Source: an optimization exercise on an open RTL-to-GDS flow (aim: small area, a short achievable clock period and few clock cycles per item). Production flows keep margins and buffers that such runs may drop.
In this exercise RTL edits were held to simulation tests only and were not proved equivalent to the original.
Power and IR drop assume default switching activity.

==> flow/design.v <==
module bp91_codec (
    input  wire        clk,
    input  wire        rst,
    input  wire        cmd_valid,
    output wire        cmd_ready,
    input  wire [1:0]  cmd_op,
    input  wire [11:0] cmd_len,
    input  wire        in_valid,
    output wire        in_ready,
    input  wire [7:0]  in_data,
    output wire        out_valid,
    input  wire        out_ready,
    output wire [7:0]  out_data,
    output reg         done,
    output reg  [7:0]  err_code,
    output reg  [11:0] err_info
);
    localparam OP_LOAD = 2'd0;
    localparam OP_ENC  = 2'd1;
    localparam OP_DEC  = 2'd2;
    localparam OP_DECS = 2'd3;
    localparam T_CHAR  = 2'd0;
    localparam T_BYTE  = 2'd1;
    localparam T_MARK  = 2'd2;
    localparam QD = 5;             
    localparam CD = 6;             
    integer i, j;
    reg [6:0] ring [0:90];
    reg [6:0] b;
    reg [2:0] b7;            
    reg [3:0] b13;           
    reg        nv;
    reg [1:0]  nop;
    reg [11:0] nlen;
    reg        ia;
    reg [1:0]  iop;
    reg [11:0] irem;
    reg        ilast;       
    reg        in_rdy;
    assign cmd_ready = !nv;
    assign in_ready  = in_rdy;
    wire cmd_fire = cmd_valid && !nv;
    wire in_fire  = in_valid && in_rdy;
    reg        hv, tv;
    reg [1:0]  hop, top_;
    reg        hlast, tlast;
    reg        hnob, tnob;
    reg [7:0]  hdat, tdat;
    reg [11:0] kidx;
    reg        alpha_ok;
    reg        errf;
    reg        e7;
    reg [11:0] eidx;
    reg        dupf;
    reg [6:0]  dupidx;
    reg        pdv;
    reg [2:0]  pdc;
    reg [11:0] pdi;
    reg        pv;
    reg [1:0]  pop_;
    reg        plast;
    reg        phas;         
    reg [7:0]  pdat;         
    reg        pendv;
    reg [6:0]  pend;
    reg        kv;
    reg [1:0]  kop;
    reg        klast;
    reg        khas;
    reg        kpendv;
    reg [13:0] kdat;
    reg [20:0] acc;
    reg [4:0]  n;
    reg        fl;
    reg        menc;
    reg        half;         
    reg [13:0] cr;
    reg        crv, cr2;
    reg [2:0]  tot;          
    reg        room;         
    reg        xv;
    reg [1:0]  xt;
    reg        xsel;
    reg [13:0] xdat;
    reg        x2v;
    reg [1:0]  x2t;
    reg        x2sel;
    reg [6:0]  x2hi, x2lo;
    reg        zv;
    reg [1:0]  zt;
    reg [7:0]  zdat;
    reg [8:0]  q [0:QD-1];
    reg [2:0]  qwp, qrp;
    reg [2:0]  qn;
    reg        ov;
    reg [7:0]  ob;
    assign out_valid = ov;
    assign out_data  = ob;
    always @(*) begin
        case (pdc)
            3'd7:    err_code = 8'h13;
            default: err_code = {5'd0, pdc};
        endcase
        err_info = pdi;
    end
    function [3:0] mod13_8;
        input [7:0] x;
        begin
            case (x)
                8'd2: mod13_8 = 4'd2;
                8'd3: mod13_8 = 4'd3;
                8'd4: mod13_8 = 4'd4;
                8'd5: mod13_8 = 4'd5;
                8'd6: mod13_8 = 4'd6;
                8'd7: mod13_8 = 4'd7;
                8'd8: mod13_8 = 4'd8;
                8'd9: mod13_8 = 4'd9;
                8'd10: mod13_8 = 4'd10;
                8'd11: mod13_8 = 4'd11;
                8'd12: mod13_8 = 4'd12;
                8'd13: mod13_8 = 4'd0;
                8'd14: mod13_8 = 4'd1;
                8'd15: mod13_8 = 4'd2;
                8'd16: mod13_8 = 4'd3;
                8'd17: mod13_8 = 4'd4;
                8'd18: mod13_8 = 4'd5;
                8'd19: mod13_8 = 4'd6;
                8'd20: mod13_8 = 4'd7;
                8'd21: mod13_8 = 4'd8;
                8'd22: mod13_8 = 4'd9;
                8'd23: mod13_8 = 4'd10;
                8'd24: mod13_8 = 4'd11;
                8'd25: mod13_8 = 4'd12;
                8'd26: mod13_8 = 4'd0;
                8'd27: mod13_8 = 4'd1;
                8'd28: mod13_8 = 4'd2;
                8'd29: mod13_8 = 4'd3;
                8'd30: mod13_8 = 4'd4;
                8'd31: mod13_8 = 4'd5;
                8'd32: mod13_8 = 4'd6;
                8'd33: mod13_8 = 4'd7;
                8'd34: mod13_8 = 4'd8;
                8'd35: mod13_8 = 4'd9;
                8'd36: mod13_8 = 4'd10;
                8'd37: mod13_8 = 4'd11;
                8'd38: mod13_8 = 4'd12;
                8'd39: mod13_8 = 4'd0;
                8'd40: mod13_8 = 4'd1;
                8'd41: mod13_8 = 4'd2;
                8'd42: mod13_8 = 4'd3;
                8'd43: mod13_8 = 4'd4;
                8'd44: mod13_8 = 4'd5;
                8'd45: mod13_8 = 4'd6;
                8'd46: mod13_8 = 4'd7;
                8'd47: mod13_8 = 4'd8;
                8'd48: mod13_8 = 4'd9;
                8'd49: mod13_8 = 4'd10;
                8'd50: mod13_8 = 4'd11;
                8'd51: mod13_8 = 4'd12;
                8'd52: mod13_8 = 4'd0;
                8'd53: mod13_8 = 4'd1;
                8'd54: mod13_8 = 4'd2;
                8'd55: mod13_8 = 4'd3;
                8'd56: mod13_8 = 4'd4;
                8'd57: mod13_8 = 4'd5;
                8'd58: mod13_8 = 4'd6;
                8'd59: mod13_8 = 4'd7;
                8'd60: mod13_8 = 4'd8;
                8'd61: mod13_8 = 4'd9;
                8'd62: mod13_8 = 4'd10;
                8'd63: mod13_8 = 4'd11;
                8'd64: mod13_8 = 4'd12;
                8'd65: mod13_8 = 4'd0;
                8'd66: mod13_8 = 4'd1;
                8'd67: mod13_8 = 4'd2;
                8'd68: mod13_8 = 4'd3;
                8'd69: mod13_8 = 4'd4;
                8'd70: mod13_8 = 4'd5;
                8'd71: mod13_8 = 4'd6;
                8'd72: mod13_8 = 4'd7;
                8'd73: mod13_8 = 4'd8;
                8'd74: mod13_8 = 4'd9;
                8'd75: mod13_8 = 4'd10;
                8'd76: mod13_8 = 4'd11;
                8'd77: mod13_8 = 4'd12;
                8'd78: mod13_8 = 4'd0;
                8'd79: mod13_8 = 4'd1;
                8'd80: mod13_8 = 4'd2;
                8'd81: mod13_8 = 4'd3;
                8'd82: mod13_8 = 4'd4;
                8'd83: mod13_8 = 4'd5;
                8'd84: mod13_8 = 4'd6;
                8'd85: mod13_8 = 4'd7;
                8'd86: mod13_8 = 4'd8;
                8'd87: mod13_8 = 4'd9;
                8'd88: mod13_8 = 4'd10;
                8'd89: mod13_8 = 4'd11;
                8'd90: mod13_8 = 4'd12;
                8'd91: mod13_8 = 4'd0;
                8'd92: mod13_8 = 4'd1;
                8'd93: mod13_8 = 4'd2;
                8'd94: mod13_8 = 4'd3;
                8'd95: mod13_8 = 4'd4;
                8'd96: mod13_8 = 4'd5;
                8'd97: mod13_8 = 4'd6;
                8'd98: mod13_8 = 4'd7;
                8'd99: mod13_8 = 4'd8;
                8'd100: mod13_8 = 4'd9;
                8'd101: mod13_8 = 4'd10;
                8'd102: mod13_8 = 4'd11;
                8'd103: mod13_8 = 4'd12;
                8'd104: mod13_8 = 4'd0;
                8'd105: mod13_8 = 4'd1;
                8'd106: mod13_8 = 4'd2;
                8'd107: mod13_8 = 4'd3;
                8'd108: mod13_8 = 4'd4;
                8'd109: mod13_8 = 4'd5;
                8'd110: mod13_8 = 4'd6;
                8'd111: mod13_8 = 4'd7;
                8'd112: mod13_8 = 4'd8;
                8'd113: mod13_8 = 4'd9;
                8'd114: mod13_8 = 4'd10;
                8'd115: mod13_8 = 4'd11;
                8'd116: mod13_8 = 4'd12;
                8'd117: mod13_8 = 4'd0;
                8'd118: mod13_8 = 4'd1;
                8'd119: mod13_8 = 4'd2;
                8'd120: mod13_8 = 4'd3;
                8'd121: mod13_8 = 4'd4;
                8'd122: mod13_8 = 4'd5;
                8'd123: mod13_8 = 4'd6;
                8'd124: mod13_8 = 4'd7;
                8'd125: mod13_8 = 4'd8;
                8'd126: mod13_8 = 4'd9;
                8'd127: mod13_8 = 4'd10;
                8'd128: mod13_8 = 4'd11;
                8'd129: mod13_8 = 4'd12;
                8'd130: mod13_8 = 4'd0;
                8'd131: mod13_8 = 4'd1;
                default: mod13_8 = 4'd0;
            endcase
        end
    endfunction
    function [2:0] mod7_7;
        input [6:0] x;
        begin
            case (x)
                7'd0: mod7_7 = 3'd0;
                7'd1: mod7_7 = 3'd1;
                7'd2: mod7_7 = 3'd2;
                7'd3: mod7_7 = 3'd3;
                7'd4: mod7_7 = 3'd4;
                7'd5: mod7_7 = 3'd5;
                7'd6: mod7_7 = 3'd6;
                7'd7: mod7_7 = 3'd0;
                7'd8: mod7_7 = 3'd1;
                7'd9: mod7_7 = 3'd2;
                7'd10: mod7_7 = 3'd3;
                7'd11: mod7_7 = 3'd4;
                7'd12: mod7_7 = 3'd5;
                7'd13: mod7_7 = 3'd6;
                7'd14: mod7_7 = 3'd0;
                7'd15: mod7_7 = 3'd1;
                7'd16: mod7_7 = 3'd2;
                7'd17: mod7_7 = 3'd3;
                7'd18: mod7_7 = 3'd4;
                7'd19: mod7_7 = 3'd5;
                7'd20: mod7_7 = 3'd6;
                7'd21: mod7_7 = 3'd0;
                7'd22: mod7_7 = 3'd1;
                7'd23: mod7_7 = 3'd2;
                7'd24: mod7_7 = 3'd3;
                7'd25: mod7_7 = 3'd4;
                7'd26: mod7_7 = 3'd5;
                7'd27: mod7_7 = 3'd6;
                7'd28: mod7_7 = 3'd0;
                7'd29: mod7_7 = 3'd1;
                7'd30: mod7_7 = 3'd2;
                7'd31: mod7_7 = 3'd3;
                7'd32: mod7_7 = 3'd4;
                7'd33: mod7_7 = 3'd5;
                7'd34: mod7_7 = 3'd6;
                7'd35: mod7_7 = 3'd0;
                7'd36: mod7_7 = 3'd1;
                7'd37: mod7_7 = 3'd2;
                7'd38: mod7_7 = 3'd3;
                7'd39: mod7_7 = 3'd4;
                7'd40: mod7_7 = 3'd5;
                7'd41: mod7_7 = 3'd6;
                7'd42: mod7_7 = 3'd0;
                7'd43: mod7_7 = 3'd1;
                7'd44: mod7_7 = 3'd2;
                7'd45: mod7_7 = 3'd3;
                7'd46: mod7_7 = 3'd4;
                7'd47: mod7_7 = 3'd5;
                7'd48: mod7_7 = 3'd6;
                7'd49: mod7_7 = 3'd0;
                7'd50: mod7_7 = 3'd1;
                7'd51: mod7_7 = 3'd2;
                7'd52: mod7_7 = 3'd3;
                7'd53: mod7_7 = 3'd4;
                7'd54: mod7_7 = 3'd5;
                7'd55: mod7_7 = 3'd6;
                7'd56: mod7_7 = 3'd0;
                7'd57: mod7_7 = 3'd1;
                7'd58: mod7_7 = 3'd2;
                7'd59: mod7_7 = 3'd3;
                7'd60: mod7_7 = 3'd4;
                7'd61: mod7_7 = 3'd5;
                7'd62: mod7_7 = 3'd6;
                7'd63: mod7_7 = 3'd0;
                7'd64: mod7_7 = 3'd1;
                7'd65: mod7_7 = 3'd2;
                7'd66: mod7_7 = 3'd3;
                7'd67: mod7_7 = 3'd4;
                7'd68: mod7_7 = 3'd5;
                7'd69: mod7_7 = 3'd6;
                7'd70: mod7_7 = 3'd0;
                7'd71: mod7_7 = 3'd1;
                7'd72: mod7_7 = 3'd2;
                7'd73: mod7_7 = 3'd3;
                7'd74: mod7_7 = 3'd4;
                7'd75: mod7_7 = 3'd5;
                7'd76: mod7_7 = 3'd6;
                7'd77: mod7_7 = 3'd0;
                7'd78: mod7_7 = 3'd1;
                7'd79: mod7_7 = 3'd2;
                7'd80: mod7_7 = 3'd3;
                7'd81: mod7_7 = 3'd4;
                7'd82: mod7_7 = 3'd5;
                7'd83: mod7_7 = 3'd6;
                7'd84: mod7_7 = 3'd0;
                7'd85: mod7_7 = 3'd1;
                7'd86: mod7_7 = 3'd2;
                7'd87: mod7_7 = 3'd3;
                7'd88: mod7_7 = 3'd4;
                7'd89: mod7_7 = 3'd5;
                7'd90: mod7_7 = 3'd6;
                default: mod7_7 = 3'd0;
            endcase
        end
    endfunction
    function [3:0] mod13_7;
        input [6:0] x;
        begin
            case (x)
                7'd0: mod13_7 = 4'd0;
                7'd1: mod13_7 = 4'd1;
                7'd2: mod13_7 = 4'd2;
                7'd3: mod13_7 = 4'd3;
                7'd4: mod13_7 = 4'd4;
                7'd5: mod13_7 = 4'd5;
                7'd6: mod13_7 = 4'd6;
                7'd7: mod13_7 = 4'd7;
                7'd8: mod13_7 = 4'd8;
                7'd9: mod13_7 = 4'd9;
                7'd10: mod13_7 = 4'd10;
                7'd11: mod13_7 = 4'd11;
                7'd12: mod13_7 = 4'd12;
                7'd13: mod13_7 = 4'd0;
                7'd14: mod13_7 = 4'd1;
                7'd15: mod13_7 = 4'd2;
                7'd16: mod13_7 = 4'd3;
                7'd17: mod13_7 = 4'd4;
                7'd18: mod13_7 = 4'd5;
                7'd19: mod13_7 = 4'd6;
                7'd20: mod13_7 = 4'd7;
                7'd21: mod13_7 = 4'd8;
                7'd22: mod13_7 = 4'd9;
                7'd23: mod13_7 = 4'd10;
                7'd24: mod13_7 = 4'd11;
                7'd25: mod13_7 = 4'd12;
                7'd26: mod13_7 = 4'd0;
                7'd27: mod13_7 = 4'd1;
                7'd28: mod13_7 = 4'd2;
                7'd29: mod13_7 = 4'd3;
                7'd30: mod13_7 = 4'd4;
                7'd31: mod13_7 = 4'd5;
                7'd32: mod13_7 = 4'd6;
                7'd33: mod13_7 = 4'd7;
                7'd34: mod13_7 = 4'd8;
                7'd35: mod13_7 = 4'd9;
                7'd36: mod13_7 = 4'd10;
                7'd37: mod13_7 = 4'd11;
                7'd38: mod13_7 = 4'd12;
                7'd39: mod13_7 = 4'd0;
                7'd40: mod13_7 = 4'd1;
                7'd41: mod13_7 = 4'd2;
                7'd42: mod13_7 = 4'd3;
                7'd43: mod13_7 = 4'd4;
                7'd44: mod13_7 = 4'd5;
                7'd45: mod13_7 = 4'd6;
                7'd46: mod13_7 = 4'd7;
                7'd47: mod13_7 = 4'd8;
                7'd48: mod13_7 = 4'd9;
                7'd49: mod13_7 = 4'd10;
                7'd50: mod13_7 = 4'd11;
                7'd51: mod13_7 = 4'd12;
                7'd52: mod13_7 = 4'd0;
                7'd53: mod13_7 = 4'd1;
                7'd54: mod13_7 = 4'd2;
                7'd55: mod13_7 = 4'd3;
                7'd56: mod13_7 = 4'd4;
                7'd57: mod13_7 = 4'd5;
                7'd58: mod13_7 = 4'd6;
                7'd59: mod13_7 = 4'd7;
                7'd60: mod13_7 = 4'd8;
                7'd61: mod13_7 = 4'd9;
                7'd62: mod13_7 = 4'd10;
                7'd63: mod13_7 = 4'd11;
                7'd64: mod13_7 = 4'd12;
                7'd65: mod13_7 = 4'd0;
                7'd66: mod13_7 = 4'd1;
                7'd67: mod13_7 = 4'd2;
                7'd68: mod13_7 = 4'd3;
                7'd69: mod13_7 = 4'd4;
                7'd70: mod13_7 = 4'd5;
                7'd71: mod13_7 = 4'd6;
                7'd72: mod13_7 = 4'd7;
                7'd73: mod13_7 = 4'd8;
                7'd74: mod13_7 = 4'd9;
                7'd75: mod13_7 = 4'd10;
                7'd76: mod13_7 = 4'd11;
                7'd77: mod13_7 = 4'd12;
                7'd78: mod13_7 = 4'd0;
                7'd79: mod13_7 = 4'd1;
                7'd80: mod13_7 = 4'd2;
                7'd81: mod13_7 = 4'd3;
                7'd82: mod13_7 = 4'd4;
                7'd83: mod13_7 = 4'd5;
                7'd84: mod13_7 = 4'd6;
                7'd85: mod13_7 = 4'd7;
                7'd86: mod13_7 = 4'd8;
                7'd87: mod13_7 = 4'd9;
                7'd88: mod13_7 = 4'd10;
                7'd89: mod13_7 = 4'd11;
                7'd90: mod13_7 = 4'd12;
                default: mod13_7 = 4'd0;
            endcase
        end
    endfunction
    wire c_load = (hop == OP_LOAD);
    wire c_enc  = (hop == OP_ENC);
    wire c_dec  = hop[1];
    wire [2:0] kh = kidx[6:4];
    wire [3:0] kl = kidx[3:0];
    reg  [7:0]  gt_h, eq_h;
    reg  [15:0] gt_l;
    reg  [90:0] match, lmask;
    reg  [6:0]  pos;
    always @(*) begin
        for (i = 0; i < 8; i = i + 1) begin
            gt_h[i] = (kh > i);
            eq_h[i] = (kh == i);
        end
        for (i = 0; i < 16; i = i + 1)
            gt_l[i] = (kl > i);
        pos = 7'd0;
        for (i = 0; i < 91; i = i + 1) begin
            match[i] = (ring[i] == hdat[6:0]);
            lmask[i] = gt_h[i / 16] | (eq_h[i / 16] & gt_l[i % 16]);
            if (match[i]) pos = pos | i[6:0];
        end
    end
    wire       anym    = |match;
    wire       anyl    = |(match & lmask);
    wire       member  = !hdat[7] && anym && !hnob;
    wire [7:0] dsub    = {1'b0, b} - {1'b0, pos};
    wire       k91      = (kidx < 12'd91);
    wire       need_ins = c_load && !hnob && k91;
    wire [6:0] kidx_m1  = kidx[6:0] - 7'd1;
    wire ds_empty = !pv && !kv && !fl && !xv && !x2v && !zv;
    wire ins_ok   = (kidx == 12'd0) ? ds_empty : (b == kidx_m1);
    wire p_free;
    wire c_take = hv && p_free && (!need_ins || ins_ok) && (!hlast || !pdv);
    wire c_ins  = c_take && need_ins;
    wire [11:0] kidx_p1 = kidx + 12'd1;
    reg  [2:0]  fin_c;
    reg  [11:0] fin_i;
    reg         fin_ok;
    wire cur_bad = hdat[7];
    wire cur_dup = !hdat[7] && anyl;
    always @(*) begin
        fin_c  = 3'd0;
        fin_i  = 12'd0;
        fin_ok = alpha_ok;
        if (c_load) begin
            fin_ok = 1'b0;
            if (hnob || kidx != 12'd90) begin
                fin_c = 3'd1;
                fin_i = hnob ? 12'd0 : kidx_p1;
            end else if (errf || cur_bad) begin
                fin_c = 3'd2;
                fin_i = errf ? eidx : kidx;
            end else if (dupf || cur_dup) begin
                fin_c = 3'd3;
                fin_i = dupf ? {5'd0, dupidx} : kidx;
            end else begin
                fin_ok = 1'b1;
            end
        end else if (!alpha_ok) begin
            fin_c = 3'd7;
        end else if (hop == OP_DECS) begin
            if (errf) begin
                fin_c = e7 ? 3'd4 : 3'd5;
                fin_i = eidx;
            end else if (!hnob && !member) begin
                fin_c = hdat[7] ? 3'd4 : 3'd5;
                fin_i = kidx;
            end
        end
    end
    wire p_dec = pop_[1];
    wire p_enc = (pop_ == OP_ENC);
    wire p_fwd = p_enc || plast || (phas && pendv);
    wire k_free;
    wire p_take = pv && (!p_fwd || k_free);
    assign p_free = !pv || p_take;
    wire [13:0] p_t = {{6{pdat[7]}}, pdat};
    wire [6:0]  p_dig = pdat[7] ? (pdat[6:0] + 7'd91) : pdat[6:0];
    wire [13:0] p_v = {7'd0, pend} + p_t * 14'd91 + (pdat[7] ? 14'd8281 : 14'd0);
    wire n_gt13 = (n > 5'd13);
    wire n_gt7  = (n > 5'd7);
    wire big13  = (acc[12:0] > 13'd88);
    wire two    = n_gt7 || (acc[13:0] > 14'd90);
    wire cr_iss  = crv && room;
    wire cr_free = !crv || (cr_iss && (half || !cr2));
    wire ext     = menc && n_gt13 && cr_free;                  
    wire fin_ld  = menc && fl && !n_gt13 && (n != 5'd0) && cr_free;
    wire i_byte  = !menc && n_gt7 && room;
    wire i_mark  = fl && room && (menc ? ((n == 5'd0) && !crv) : !n_gt7);
    wire issue   = cr_iss || i_byte || i_mark;
    wire emit    = i_byte;
    wire clr     = fin_ld || i_mark;
    reg  k_acc;
    always @(*) begin
        k_acc = 1'b0;
        if (kv && !fl) begin
            if (kop == OP_ENC)
                k_acc = !khas || !n_gt13 || cr_free;
            else if (kop[1])
                k_acc = (!khas && !kpendv) || !n_gt7 || (room && (n < 5'd16));
            else
                k_acc = 1'b1;
        end
    end
    assign k_free = !kv || k_acc;
    wire k_ins = k_acc && (khas || kpendv) && (kop != OP_LOAD);
    wire k_is13 = (kdat[12:0] > 13'd88);
    wire [28:0] acc_or = {8'd0, acc} | (k_ins ? ({15'd0, kdat} << n) : 29'd0);
    wire [28:0] acc_s13 = acc_or >> 13;
    wire [28:0] acc_s14 = acc_or >> 14;
    wire [28:0] acc_s8  = acc_or >> 8;
    wire [20:0] acc_nx = ext ? (big13 ? acc_s13[20:0] : acc_s14[20:0]) :
                         (emit ? acc_s8[20:0] : acc_or[20:0]);
    wire [4:0]  kk     = ext ? (big13 ? 5'd13 : 5'd14) : (emit ? 5'd8 : 5'd0);
    wire [4:0]  n_sub  = n - kk;
    wire [4:0]  n_nx   = !k_ins ? n_sub :
                         (kop == OP_ENC) ? (n_sub + 5'd8) :
                         khas ? (n_sub + (k_is13 ? 5'd13 : 5'd14)) : 5'd8;
    wire [24:0] x_prod = xdat * 25'd2881;
    wire [6:0]  x_hi   = x_prod[24:18];                      
    wire [6:0]  x2_m   = x2hi * 7'd91;                       
    wire [6:0]  x2_lo  = x2lo - x2_m;                        
    wire [6:0]  x2_d   = x2sel ? x2hi : x2_lo;
    wire [7:0]  x2_t   = {1'b0, b} + 8'd1 - {1'b0, x2_d};
    wire [6:0]  x2_adr = x2_t[7] ? (x2_t[6:0] + 7'd91) :
                         ((x2_t[6:0] == 7'd91) ? 7'd0 : x2_t[6:0]);
    wire [6:0] z_rd  = ring[zdat[6:0]];
    wire [7:0] w_dat = (zt == T_CHAR) ? {1'b0, z_rd} : zdat;
    wire       w_mk  = (zt == T_MARK);
    wire [8:0] qh     = q[qrp];
    wire       o_free = !ov || out_ready;
    wire       q_pop  = o_free && (qn != 3'd0);
    wire       o_xfer = ov && out_ready;
    wire [1:0] gone   = {1'b0, o_xfer} + {1'b0, q_pop && qh[8]};
    wire push_zero;
    wire in_push = in_fire || push_zero;
    wire i_end  = in_fire && ilast;
    wire i_idle = !ia || i_end;
    wire act    = i_idle && nv && (nlen != 12'd0);
    assign push_zero = !ia && nv && (nlen == 12'd0) && !(hv && tv);
    wire [1:0] push_op   = in_fire ? iop : nop;
    wire       push_last = in_fire ? ilast : 1'b1;
    wire       push_nob  = !in_fire;
    always @(posedge clk) begin
        for (i = 1; i < 91; i = i + 1) ring[i] <= ring[i-1];
        ring[0] <= c_ins ? hdat[6:0] : ring[90];
        xt    <= i_mark ? T_MARK : (i_byte ? T_BYTE : T_CHAR);
        xsel  <= half;
        xdat  <= i_byte ? {6'd0, acc[7:0]} : cr;
        x2t   <= xt;
        x2sel <= xsel;
        x2hi  <= (xt == T_CHAR) ? x_hi : {6'd0, xdat[7]};
        x2lo  <= xdat[6:0];
        zt    <= x2t;
        zdat  <= (x2t == T_CHAR) ? {1'b0, x2_adr} : {x2hi[0], x2lo};
        if (rst) begin
            b        <= 7'd0;
            b7       <= 3'd0;
            b13      <= 4'd0;
            nv       <= 1'b0;
            ia       <= 1'b0;
            in_rdy   <= 1'b0;
            hv       <= 1'b0;
            tv       <= 1'b0;
            kidx     <= 12'd0;
            alpha_ok <= 1'b0;
            errf     <= 1'b0;
            dupf     <= 1'b0;
            pdv      <= 1'b0;
            pdc      <= 3'd0;
            pdi      <= 12'd0;
            pv       <= 1'b0;
            pendv    <= 1'b0;
            kv       <= 1'b0;
            acc      <= 21'd0;
            n        <= 5'd0;
            fl       <= 1'b0;
            menc     <= 1'b0;
            half     <= 1'b0;
            crv      <= 1'b0;
            tot      <= 3'd0;
            room     <= 1'b1;
            xv       <= 1'b0;
            x2v      <= 1'b0;
            zv       <= 1'b0;
            qwp      <= 3'd0;
            qrp      <= 3'd0;
            qn       <= 3'd0;
            ov       <= 1'b0;
            done     <= 1'b0;
        end else begin
            if (c_ins && kidx == 12'd0) begin
                b   <= 7'd0;
            end else begin
                b   <= (b == 7'd90) ? 7'd0 : b + 7'd1;
            end
            if (cmd_fire) begin
                nv   <= 1'b1;
                nop  <= cmd_op;
                nlen <= cmd_len;
            end
            if (act) begin
                ia    <= 1'b1;
                iop   <= nop;
                irem  <= nlen;
                ilast <= (nlen == 12'd1);
                nv    <= 1'b0;
            end else if (push_zero) begin
                nv    <= 1'b0;
            end else if (in_fire) begin
                irem  <= irem - 12'd1;
                ilast <= (irem == 12'd2);
                if (ilast) ia <= 1'b0;
            end
            if (c_take) begin
                if (tv) begin
                    hop <= top_; hlast <= tlast; hnob <= tnob; hdat <= tdat;
                    if (in_push) begin
                        top_ <= push_op; tlast <= push_last; tnob <= push_nob; tdat <= in_data;
                    end else begin
                        tv <= 1'b0;
                    end
                end else begin
                    hv <= in_push;
                    hop <= push_op; hlast <= push_last; hnob <= push_nob; hdat <= in_data;
                end
            end else if (in_push) begin
                if (!hv) begin
                    hv <= 1'b1;
                    hop <= push_op; hlast <= push_last; hnob <= push_nob; hdat <= in_data;
                end else begin
                    tv <= 1'b1;
                    top_ <= push_op; tlast <= push_last; tnob <= push_nob; tdat <= in_data;
                end
            end
            begin : rdy
                reg [1:0] cnt_next;
                reg       ia_next;
                cnt_next = {1'b0, hv} + {1'b0, tv} + {1'b0, in_push} - {1'b0, c_take};
                ia_next  = act || (ia && !i_end);
                in_rdy  <= ia_next && (cnt_next <= 2'd1);
            end
            if (c_take) begin
                kidx <= hlast ? 12'd0 : kidx_p1;
                if (c_load) begin
                    if (!hnob && k91) begin
                        if (!errf && cur_bad) begin
                            errf <= 1'b1;
                            eidx <= kidx;
                        end
                        if (!dupf && cur_dup) begin
                            dupf   <= 1'b1;
                            dupidx <= kidx[6:0];
                        end
                    end
                end else if (hop == OP_DECS && alpha_ok && !hnob && !member && !errf) begin
                    errf <= 1'b1;
                    eidx <= kidx;
                    e7   <= hdat[7];
                end
                if (hlast) begin
                    errf <= 1'b0;
                    dupf <= 1'b0;
                    pdv  <= 1'b1;
                    pdc  <= fin_c;
                    pdi  <= fin_i;
                    if (c_load) alpha_ok <= fin_ok;
                end
            end
            if (p_take) begin
                if (p_dec) begin
                    if (plast) begin
                        pendv <= 1'b0;
                    end else if (phas) begin
                        pendv <= !pendv;
                        if (!pendv) pend <= p_dig;
                    end
                end
            end
            if (p_take || !pv) begin
                pv <= c_take && (c_enc ? (alpha_ok || hlast) : (hlast || (c_dec && alpha_ok && member)));
                pop_  <= hop;
                plast <= hlast;
                phas  <= c_enc ? (alpha_ok && !hnob) : (c_dec && alpha_ok && member);
                pdat  <= c_enc ? hdat : dsub;
            end
            if (k_acc || !kv) begin
                kv <= p_take && p_fwd;
                kop <= pop_;
                klast <= plast;
                if (p_enc) begin
                    khas   <= phas;
                    kpendv <= 1'b0;
                    kdat   <= {6'd0, pdat};
                end else if (p_dec) begin
                    if (phas && pendv) begin
                        khas   <= 1'b1;
                        kpendv <= 1'b0;
                        kdat   <= p_v;
                    end else begin
                        khas   <= 1'b0;
                        kpendv <= phas || pendv;
                        kdat   <= {7'd0, phas ? p_dig : pend};
                    end
                end else begin
                    khas   <= 1'b0;
                    kpendv <= 1'b0;
                end
            end
            if (k_acc) begin
                menc <= (kop == OP_ENC);
                if (klast) fl <= 1'b1;
            end
            if (ext || fin_ld) begin
                cr   <= (ext && big13) ? {1'b0, acc[12:0]} : acc[13:0];
                cr2  <= ext || two;
                crv  <= 1'b1;
                half <= 1'b0;
            end else if (cr_iss) begin
                if (half || !cr2) begin
                    crv  <= 1'b0;
                    half <= 1'b0;
                end else begin
                    half <= 1'b1;
                end
            end
            if (clr) begin
                acc  <= 21'd0;
                n    <= 5'd0;
                if (i_mark) fl <= 1'b0;
            end else begin
                acc <= acc_nx;
                n   <= n_nx;
            end
            xv  <= issue;
            x2v <= xv;
            zv  <= x2v;
            begin : cred
                reg [2:0] tn;
                tn = tot + {2'd0, issue} - {1'd0, gone};
                tot  <= tn;
                room <= (tn < CD);
            end
            if (zv) begin
                q[qwp] <= {w_mk, w_dat};
                qwp    <= (qwp == QD - 1) ? 3'd0 : qwp + 3'd1;
            end
            if (q_pop)
                qrp <= (qrp == QD - 1) ? 3'd0 : qrp + 3'd1;
            qn <= qn + {2'd0, zv} - {2'd0, q_pop};
            done <= 1'b0;
            if (o_free) begin
                if (q_pop) begin
                    if (qh[8]) begin
                        done <= 1'b1;
                        pdv  <= 1'b0;
                        ov   <= 1'b0;
                    end else begin
                        ob <= qh[7:0];
                        ov <= 1'b1;
                    end
                end else begin
                    ov <= 1'b0;
                end
            end
        end
    end
endmodule
==> flow/run.sh <==
#!/bin/bash
# synth_recipe.tcl (not shown) runs the flow's synth.tcl, then flattens the netlist and writes it again
# the make line also repeats each setting of config.mk as NAME=value (left out here)
make -C /OpenROAD-flow-scripts/flow DESIGN_CONFIG=/design/flow/config.mk WORK_HOME=/design/flow/orfs CLKGATE_MAP_FILE= SYNTH_SCRIPT=/design/flow/synth_recipe.tcl finish
==> flow/config.mk <==
export PLATFORM = sky130hd
export DESIGN_NAME = bp91_codec
export DESIGN_NICKNAME = bp91_codec
export VERILOG_FILES = /design/flow/design.v
export SDC_FILE = /design/flow/constraint.sdc
export NUM_CORES = 4
export LEC_CHECK = 0
export CAP_MARGIN = 20
export CORE_MARGIN = 2
export CORE_UTILIZATION = 25
export PLACE_DENSITY = 0.45
export SLEW_MARGIN = 20
==> flow/constraint.sdc <==
create_clock -name core_clock -period 12.0 [get_ports {clk}]
set_input_delay 2.4000 -clock core_clock [delete_from_list [all_inputs] [get_ports {clk}]]
set_output_delay 2.4000 -clock core_clock [all_outputs]
set_load 0.01 [all_outputs]
==> flow_summary.json <==
{
  "grt_start_max_net_pins": 94,
  "setup_viol": 0,
  "ant_nets": 0,
  "postCtsSetupBuffers": 0,
  "crit_type": "reg2reg",
  "power_density_mw_per_mm2": 236.6,
  "synth_flop_cell": "dfxtp_1",
  "yosysUniqueCellTypes": 95,
  "start_util_pct": 25.09,
  "status": "timing/DRC/antenna clean",
  "cp.required_ns": 12.38,
  "numPortBuffers": 54,
  "hold-path-cell-count": 0,
  "core_area_mm2": 0.1804,
  "critPathArrivalTime_ns": 6.55,
  "clockBufferDepth": 3,
  "ios": 59,
  "fill_cells": 18892,
  "synthArstFlopShare_pct": 0,
  "area.growth.synth_to_final_pct": 17.51,
  "fin_setup_tns_ns": 0,
  "synth_edf_count": 179,
  "cts_tree": "built",
  "rows": 156,
  "die_h_um": 429.4,
  "grt_use_total_pct": 28.44,
  "drc": 0,
  "p_leak_nw": 20.15,
  "avgRoutedWirePerCell_um": 38.91,
  "critical_path.startpoint_type": "flip-flop",
  "vias": 37359,
  "path_clk_slew_ns": 0.06,
  "antenna_found_initial": 30,
  "dieArea_mm2": 0.1844,
  "first_global_vias": 36128,
  "final-max-slew-violation-count": 0,
  "clkLatencyLatePin_ns": 0.79,
  "gp_congestion": 1.025,
  "fmax_ghz": 0.1620,
  "max_cap_violations": 0,
  "synth_top_cell_by_area": "dfxtp_1",
  "yosysSeqAreaShare_pct": 46.30,
  "synth_area_leaders": "dfxtp_1 (34%), edfxtp_1 (12%), xor2_1 (7.3%)",
  "cts_hold_buf": 0,
  "cts_buffers": 113,
  "die_w_um": 429.4,
  "cpMostUsedCell": "buf_4",
  "rsz0062_at_grt": "no",
  "syn-cell-area_mm2": 0.04525,
  "fin_util_pct": 29.48,
  "drive_above_1_share_pct": 11.16,
  "postPlaceCellArea_mm2": 0.04910,
  "ys_warn_count": 2,
  "post-route-min-period_ns": 6.172,
  "syn_area_per_cell_um2": 10.54,
  "crit_path_end_kind": "flip-flop",
  "clock_sinks": 957,
  "synthMostInstantiatedCell": "dfxtp_1",
  "slowest_delay_ns": 0.81,
  "nNetsFinal": 4711,
  "worst_path_max_delay_cell": "buf_4",
  "wl_um": 269000,
  "worstHoldPathType": "reg2reg",
  "ys_ff_latch": 957,
  "post_cts_resized": 0,
  "stdcell_area_mm2": 0.05317,
  "cp_cell_sequence": "buf_4, buf_4, xor2_1, nor4_1, nand4_1, nand3_1, nand4b_1, nor3_1, a41oi_2, buf_4, nor2_1, a41oi_1, nor2_2",
  "synth_top_cell_area_share_pct": 34.42,
  "synth_commonest_cells": "dfxtp_1 (778), xor2_1 (379), xnor2_1 (357), nor2_1 (320), a22oi_1 (222)",
  "finalHoldViolations": 0,
  "tightest_slew_ns": 1.301,
  "cts_root_buffer": "clkbuf_16",
  "routed_via_density": 5.405,
  "rr_worst_depth": 13,
  "worst_ir_drop_vdd_uv": 445.2,
  "period_share_pct": 51.44,
  "grt.overflow.total": 0,
  "grt_first_pass_wirelength_um": 351500,
  "max_slew_margin_pct": 12.57,
  "fin_skew_ns": 0.04801,
  "drt_pre_antenna_iters": 6,
  "dp_hpwl_um": 215600,
  "ctsHtreeMaxLevel": 3,
  "synth_cells": 4294,
  "crit_fanout": 37,
  "drt_iter0_drc": 4527
}
==> area by class of cell <==
type | count | area, um^2 | area share (%)
multi-input combinational | 2992 | 22900 | 43.06
sequential | 957 | 20950 | 39.40
clock buffer | 151 | 3254 | 6.121
tap | 2370 | 2965 | 5.577
timing repair buffer | 201 | 1679 | 3.158
clock inverter | 61 | 759.5 | 1.428
inverter | 171 | 641.9 | 1.207
antenna | 9 | 22.52 | 0.04236
==> per-stage QoR <==
stage	setup WS [ns]	hold slack, ns	instances	total power [mW]
5_1_grt	5.777	0.3474	6903	13.50
4_1_cts	5.719	0.3299	6901	12.70
3_5_place_dp	5.767	0.3151	6689	8.926
6_report	5.828	0.3277	6912	12.58
2_1_floorplan	7.396	0.3096	4297	7.584
3_3_place_gp	5.801	0.3156	6686	8.899
==> worst max-delay path, delay by kind of cell, from the launching register on <==
| family | cells | cell delay (ns) |
|---|---|---|
| buffers and inverters | 3 | 1.72 |
| XOR/XNOR | 1 | 0.22 |
| flip-flops | 1 | 0.34 |
| AND/OR/NAND/NOR | 7 | 3.00 |
| AO/OA/AOI/OAI | 2 | 0.36 |
==> flip-flops by register name, indices dropped and copies added, names as in the netlist, 12 cells and up, named ones only <==
register,flops
irem,12
ring,637
nlen,12
kdat,14
pdi,12
cr,14
xdat,14
q,45
eidx,12
kidx,12
acc,21
==> routing by layer <==
metal  up-vias  wire length [um]  GRT usage [%]
met5         -                92              0
met4        12             19620          17.50
met3       566             19550          6.238
met2      1794            114300          42.53
met1     19160            115400          37.23
li1      15827                 -              -
==> cells by family (layout without fill, tap and decap cells) <==
| family | after synthesis | count (layout) | synth area share, % |
|---|---|---|---|
| AOI/OAI and AO/OA | 769 | 769 | 12.25 |
| xor gates and xnor gates | 736 | 736 | 14.25 |
| adders and majority gates | 249 | 249 | 7.925 |
| buffers and inverters | 348 | 584 | 3.866 |
| DFF | 957 | 957 | 46.30 |
| muxes | 90 | 90 | 2.461 |
| other | 1 | 13 | 0.008288 |
| and+or+nand+nor | 1144 | 1144 | 12.94 |
==> power breakdown <==
group	internal [mW]	switching, mW
Sequential	3.46	0.188
Clock	2.21	1.52
Combinational	2.26	2.95
==> path summary, 6_finish.rpt <==
| path | startpoint | end | slack, ns |
|---|---|---|---|
| worst max-delay path | hdat[3]$_DFFE_PP_ | eidx[3]$_DFFE_PP_ | 5.83 |
| worst min-delay path | xsel$_DFF_P_ | x2sel$_DFF_P_ | 0.33 |
| worst max register to register | hdat[3]$_DFFE_PP_ | eidx[3]$_DFFE_PP_ | 5.83 |
| worst min register to register | xsel$_DFF_P_ | x2sel$_DFF_P_ | 0.33 |
==> placed cells by master, fill, tap and decap left out, types with 120 or more instances in the layout <==
| cell | n |
|---|---|
| inv_1 | 166 |
| nand2_1 | 183 |
| nor4_1 | 120 |
| xor2_1 | 379 |
| dfxtp_1 | 778 |
| edfxtp_1 | 179 |
| xnor2_1 | 357 |
| nor2_1 | 275 |
| nand4_1 | 131 |
| buf_4 | 140 |
| a21oi_1 | 129 |
| ha_1 | 185 |
| a22oi_1 | 222 |
Testbench counts, summed over its fixed seeds: cycles 39,723, items 35,196.

port drivers added, routing unchanged:
The results above use ideal ports. As a check the final layout listed here was re-extracted and re-timed, cells and wires unchanged.
Step 1: set_driving_cell puts a clkbuf_16 on clk and a buf_2 on each other input, an assumption about the parent block.
Step 2 adds t to the input delays and takes it off the output delays; t is the mean of the earliest and latest rising clock arrival at the registers after step 1. Input paths then give back, and output paths get back, about the clock's delay inside the block.
Three values: no drivers, after step 1, after step 2; two values: the first two.
t, ns: 0.853
setup slack, ns: 5.828 / 5.828 / 5.828
hold WS [ns]: 0.328 / 0.328 / 0.328
latest minus earliest clock arrival (ns): 0.049 / 0.049
pins driven straight from the clock port: 1
After both steps setup and hold are still met in this run. The setup slack of this run moves by 0.000 ns with the drivers and by 0.000 ns with both steps.
